This design comes from an exercise in tuning for small area, a short achievable clock period and few clock cycles on the open sky130 flow, not from production work.
In this exercise RTL edits were held to simulation tests only and were not proved equivalent to the original.
Power is estimated from default activity; no workload was simulated.

== job 6360 ==
==> flow/design.v <==
module wnaf_expander (
    input  wire       clk,
    input  wire       rst,           
    input  wire       req_valid,
    output wire       req_ready,
    input  wire       req_we,
    input  wire [8:0] req_addr,
    input  wire [7:0] req_wdata,
    output reg        rsp_valid,
    output reg        rsp_err,
    output reg  [7:0] rsp_rdata
);
    localparam [1:0] PH_IDLE  = 2'd0,
                     PH_BUSY  = 2'd1,
                     PH_DONE  = 2'd2,
                     PH_FAULT = 2'd3;
    reg [7:0]   scalar [0:31];   
    reg [31:0]  svalid;
    reg [7:0]   w;
    reg [1:0]   phase;
    reg [1:0]   fcause;
    reg         cout;
    reg [7:0]   ring [0:31];     
    reg         rp;              
    reg [1:0]   ws;              
    reg [4:0]   q;               
    reg [2:0]   r;
    reg [5:0]   bm;              
    reg         stall;           
    reg         ld;              
    reg [7:0]   tgt;             
    assign req_ready = ~(stall | ld);
    wire accept = req_valid & ~(stall | ld);
    wire sel_digit  = req_addr[8];
    wire sel_scalar = (req_addr[8:5] == 4'b0000);
    wire sel_w      = (req_addr == 9'h020);
    wire sel_cmd    = (req_addr == 9'h021);
    wire sel_status = (req_addr == 9'h022);
    wire sel_fcause = (req_addr == 9'h023);
    wire ph_idle  = (phase == PH_IDLE);
    wire ph_busy  = (phase == PH_BUSY);
    wire ph_done  = (phase == PH_DONE);
    wire ph_fault = (phase == PH_FAULT);
    wire srdy = &svalid;
    wire [7:0] status = {3'b000, srdy, ph_done & cout, ph_fault, ph_done, ph_busy};
    wire host_can_write = ph_idle | ph_done;
    wire is_expand = (req_wdata == 8'h01);
    wire is_srst   = (req_wdata == 8'h02);
    wire wr_scalar = accept & req_we & sel_scalar & host_can_write;
    wire wr_w      = accept & req_we & sel_w & host_can_write;
    wire do_expand = accept & req_we & sel_cmd & is_expand & host_can_write;
    wire do_srst   = accept & req_we & sel_cmd & is_srst & ~ph_busy;
    wire badw  = (w[7:2] != 6'b000001);
    wire short = ~srdy;
    wire start = do_expand & ~badw & ~short;
    wire [7:0] pos = {q, r};
    wire [7:0] b0  = rp ? ring[1] : ring[0];             
    wire [7:0] b1  = rp ? ring[2] : ring[1];             
    wire       bm1 = rp ? ring[0][7] : ring[31][7];      
    wire [16:0] v = {(q == 5'd31) ? 8'h00 : b1, b0, (q == 5'd0) ? 1'b0 : bm1};
    wire [7:0]  u = v[r +: 8];                    
    wire [5:0] wfill = {ws == 2'd3, ws >= 2'd2, ws != 2'd0, 3'b111};   
    wire       s_start = ~bm[0] & (u[1] ^ u[0]);
    wire [5:0] s_bm    = s_start ? wfill : {1'b0, bm[5:1]};
    reg  [7:0] s_digit;
    always @(*) begin
        case (ws)
            2'd0: s_digit = {{5{u[4]}}, u[4:2], 1'b1};
            2'd1: s_digit = {{4{u[5]}}, u[5:2], 1'b1};
            2'd2: s_digit = {{3{u[6]}}, u[6:2], 1'b1};
            default: s_digit = {{2{u[7]}}, u[7:2], 1'b1};
        endcase
        if (!s_start) s_digit = 8'h00;
    end
    reg [7:0] c_in;        
    reg [7:0] c_st;        
    reg [5:0] c_bm;        
    integer ci, cj;
    always @(*) begin
        for (ci = 0; ci < 8; ci = ci + 1) begin
            c_in[ci] = 1'b0;
            for (cj = 0; cj < 6; cj = cj + 1)
                if (ci - cj >= 0)
                    c_in[ci] = c_in[ci] | ((r == ci - cj) & bm[cj]);
        end
        for (ci = 0; ci < 8; ci = ci + 1) begin
            c_st[ci] = (ci >= r) & (v[ci + 1] ^ v[ci]) & ~c_in[ci];
            for (cj = 1; cj <= 6; cj = cj + 1)
                if (ci - cj >= 0 && (cj <= 3 || (cj == 4 && ws != 2'd0) ||
                                     (cj == 5 && ws[1]) || (cj == 6 && ws == 2'd3)))
                    c_st[ci] = c_st[ci] & ~c_st[ci - cj];
        end
        for (ci = 0; ci < 6; ci = ci + 1) begin
            c_bm[ci] = 1'b0;
            for (cj = 0; cj < 6; cj = cj + 1)
                if (cj >= ci + 1)
                    c_bm[ci] = c_bm[ci] | ((r == 8 + ci - cj) & bm[cj]);
            for (cj = 0; cj < 8; cj = cj + 1)
                if (8 + ci - cj <= 3)
                    c_bm[ci] = c_bm[ci] | c_st[cj];
                else if (8 + ci - cj <= 6)
                    c_bm[ci] = c_bm[ci] | (c_st[cj] & (ws >= (8 + ci - cj - 3)));
        end
    end
    wire rd_digit = accept & ~req_we & sel_digit & ph_done;
    wire [7:0] ra = stall ? tgt : req_addr[7:0];
    wire hit = (ra == pos);
    wire dig_now  = (rd_digit | stall) & hit;       
    wire dig_wait = rd_digit & ~hit;                
    wire seek = stall & ~hit;
    wire seek_single = (tgt[7:3] == q) & (tgt[2:0] > r);
    reg       resp_err;
    reg [7:0] resp_data;
    always @(*) begin
        resp_err  = 1'b1;
        resp_data = 8'h80;
        if (req_we) begin
            if (wr_scalar | wr_w | do_expand | do_srst) begin
                resp_err  = 1'b0;
                resp_data = 8'h00;
            end
        end else begin
            if (sel_digit) begin
                if (ph_done) begin
                    resp_err  = 1'b0;
                    resp_data = s_digit;
                end
            end else if (sel_scalar) begin
                resp_err  = 1'b0;
                resp_data = svalid[req_addr[4:0]] ? scalar[req_addr[4:0]] : 8'h00;
            end else if (sel_w) begin
                resp_err  = 1'b0;
                resp_data = w;
            end else if (sel_status) begin
                resp_err  = 1'b0;
                resp_data = status;
            end else if (sel_fcause) begin
                resp_err  = 1'b0;
                resp_data = {6'b000000, fcause};
            end
        end
        if (stall) begin
            resp_err  = 1'b0;
            resp_data = s_digit;
        end
    end
    always @(posedge clk) begin
        if (rst) begin
            rsp_valid <= 1'b0;
            rsp_err   <= 1'b0;
            rsp_rdata <= 8'h00;
        end else begin
            rsp_valid <= (accept & ~dig_wait) | (stall & hit);
            if (accept | stall) begin
                rsp_err   <= resp_err;
                rsp_rdata <= resp_data;
            end
        end
    end
    always @(posedge clk) begin
        if (rst) begin
            phase  <= PH_IDLE;
            fcause <= 2'b00;
            stall  <= 1'b0;
        end else if (do_srst) begin
            phase  <= PH_IDLE;
            fcause <= 2'b00;
        end else if (do_expand) begin
            if (badw | short) begin
                phase  <= PH_FAULT;
                fcause <= {short, badw};
            end else begin
                phase <= scalar[31][7] ? PH_BUSY : PH_DONE;
            end
        end else if (ph_busy) begin
            if (~ld && q == 5'd31)
                phase <= PH_DONE;
        end else begin
            if (dig_wait)
                stall <= 1'b1;
            else if (stall & hit)
                stall <= 1'b0;
        end
    end
    wire scan      = ph_busy & ~ld;
    wire mv_byte   = scan | (seek & ~seek_single);
    wire mv_single = (seek & seek_single) | (~seek & dig_now);
    always @(posedge clk) begin
        if (start) begin
            q    <= 5'd0;
            r    <= 3'd0;
            bm   <= 6'd0;
            cout <= 1'b0;
        end else if (mv_byte) begin
            q  <= q + 5'd1;
            r  <= 3'd0;
            bm <= (q == 5'd31) ? 6'd0 : c_bm;
            if (scan && q == 5'd31)
                cout <= v[8] & ~c_bm[0];
        end else if (mv_single) begin
            if (r == 3'd7)
                q <= q + 5'd1;
            r  <= r + 3'd1;
            bm <= (pos == 8'd255) ? 6'd0 : s_bm;
        end
        if (dig_wait)
            tgt <= req_addr[7:0];
    end
    always @(posedge clk) begin
        if (rst) begin
            rp <= 1'b0;
            ld <= 1'b0;
        end else begin
            rp <= ~start & ~ld & (mv_byte | (mv_single & (r == 3'd7)));
            ld <= start;
        end
    end
    integer k;
    always @(posedge clk) begin
        if (ld) begin
            for (k = 0; k < 32; k = k + 1)
                ring[k] <= scalar[k];
            ws <= w[1:0];
        end else if (rp) begin
            for (k = 0; k < 32; k = k + 1)
                ring[k] <= ring[(k + 1) % 32];
        end
    end
    always @(posedge clk) begin
        if (rst || do_srst) begin
            svalid <= 32'h0;
            w      <= 8'h00;
        end else begin
            if (wr_scalar)
                svalid[req_addr[4:0]] <= 1'b1;
            if (wr_w)
                w <= req_wdata;
        end
    end
    always @(posedge clk) begin
        if (wr_scalar)
            scalar[req_addr[4:0]] <= req_wdata;
    end
endmodule
Settings: LEC_CHECK=0, CAP_MARGIN=20, CORE_MARGIN=2, CORE_UTILIZATION=35, PLACE_DENSITY=0.55, SETUP_SLACK_MARGIN=1.0, SLEW_MARGIN=20; clock period 7.0 ns.
run.sh (not shown) runs the stock make flow with config.mk's settings and CLKGATE_MAP_FILE= SYNTH_SCRIPT=/design/flow/synth_recipe.tcl, a recipe that flattens the netlist after the stock synthesis.
Job 6360 finished all stages; the layout is clean.
Testbench counts of job 6360, summed over its fixed seeds: cycles 28,456.
Relative to job 6360, the following input files were edited for job 5844:
# job 6360
export LEC_CHECK = 0
export CAP_MARGIN = 20
export CORE_MARGIN = 2
export CORE_UTILIZATION = 35
export PLACE_DENSITY = 0.55
export SETUP_SLACK_MARGIN = 1.0
export SLEW_MARGIN = 20
create_clock -name core_clock -period 7.0 [get_ports {clk}]
# job 5844
export LEC_CHECK = 0
export CAP_MARGIN = 20
export CORE_MARGIN = 2
export CORE_UTILIZATION = 35
export PLACE_DENSITY = 0.55
export SETUP_SLACK_MARGIN = 3.5
export SLEW_MARGIN = 20
create_clock -name core_clock -period 7.0 [get_ports {clk}]
Results
- Looking at the reports, job 5844 completed the entire flow and the layout it produced met the timing, design-rule and antenna checks.
- met2 wire length in job 5844 is 3.5% higher than in job 6360
- Between job 5844 and job 6360, the number of buffers created by CTS is lower for job 6360.
- Cmp job 5844 and job 6360 / least setup slack across all paths after layout / lower: job 6360
- On share of power burned in the clock network: between job 5844 and job 6360, it ends up lower for job 6360.
Relative to job 5844, the following input files were edited for job 2402:
# job 5844
export LEC_CHECK = 0
export CAP_MARGIN = 20
export CORE_MARGIN = 2
export CORE_UTILIZATION = 35
export PLACE_DENSITY = 0.55
export SETUP_SLACK_MARGIN = 3.5
export SLEW_MARGIN = 20
create_clock -name core_clock -period 7.0 [get_ports {clk}]
# job 2402
export LEC_CHECK = 0
export CAP_MARGIN = 20
export CORE_MARGIN = 2
export CORE_UTILIZATION = 35
export PLACE_DENSITY = 0.55
export SETUP_SLACK_MARGIN = 2.5
export SLEW_MARGIN = 20
create_clock -name core_clock -period 7.0 [get_ports {clk}]
- Proportion of power drawn by the clock network of job 5844 is on par with job 2402.
- nor2_1 as the slowest library cell on the worst path was reported by job 2402, and clkdlybuf4s50_1 by job 5844.
- Relative to job 5844, the area of the multi-input gates measured on job 2402 has decreased by a few percent.
- Final cell count across job 5844 and job 2402: no real change.
- Job 2402 vs job 5844 — via count dropped slightly
- Relative to job 5844, the combinational power of job 2402 is lower by 4.6%.
- The core of job 2402 is less densely filled than that of job 5844.
- Cmp job 2402 vs job 5844: number of global-route vias before repair lower in job 2402
- Compared with job 5844, job 2402 shows total of fill cells in the finished design lower by about 0.9%.
- In the metrics for job 5844 and job 2402, the one carrying the lower met1 usage is job 2402.
- Switching power share of the total in job 2402 vs job 5844: down 0.77 points
- Any difference in clock latency reported for the late side of the worst-skew pair between job 2402 and job 5844 is small enough to ignore.
What job 1486 does differently from job 2402 at the input level:
# job 2402
export LEC_CHECK = 0
export CAP_MARGIN = 20
export CORE_MARGIN = 2
export CORE_UTILIZATION = 35
export PLACE_DENSITY = 0.55
export SETUP_SLACK_MARGIN = 2.5
export SLEW_MARGIN = 20
create_clock -name core_clock -period 7.0 [get_ports {clk}]
# job 1486
export LEC_CHECK = 0
export CAP_MARGIN = 20
export CORE_MARGIN = 2
export CORE_UTILIZATION = 55
export CTS_BUF_LIST = sky130_fd_sc_hd__clkbuf_8
export PLACE_DENSITY = 0.7
export SETUP_SLACK_MARGIN = 3.5
export SLEW_MARGIN = 20
create_clock -name core_clock -period 7.0 [get_ports {clk}]
## What came out
Job 1486 vs job 2402, instance count: job 1486 lower. Summary of job 1486 over job 2402: cell count of the worst reg-to-reg path saw an increase; proportion of cell area occupied by multi-input gates climbed 1.2 points; sequential share of power has increased. Job 2402 → job 1486: total power after layout shows a reduction of about 5%; via count climbed 407.

## separate check: timing with driven ports
How much do the figures lean on ideal ports? The routed layouts below were timed once more, with nothing changed but the port constraints.
Step 1 assumes that a clkbuf_16 drives the clock port and a buf_2 every other input.
Step 2 moves the port delays by t, midway between the first and last clock arrival at a register: inputs arrive t later, outputs are due t later. That takes back most of the time a late clock gives input paths.
Three values: ideal ports, drivers, drivers and shift; two values: the first two.
| run | t, ns | setup slack, ns | worst data-port slew with drivers (ns) | pins driven straight from the clock port |
|---|---|---|---|---|
| job 6360 | 0.691 | 2.395 / 2.429 / 1.738 | 0.05 | 1 |
| job 5844 | 0.693 | 3.608 / 3.613 / 2.947 | 0.06 | 1 |
| job 2402 | 0.671 | 2.477 / 2.516 / 1.845 | 0.04 | 1 |
| job 1486 | 0.718 | 3.600 / 3.628 / 2.910 | 0.06 | 1 |
After both steps setup and hold are still met in every run listed. The setup slack of job 1486, which loses most, moves by +0.028 ns with the drivers and by -0.690 ns with both steps.
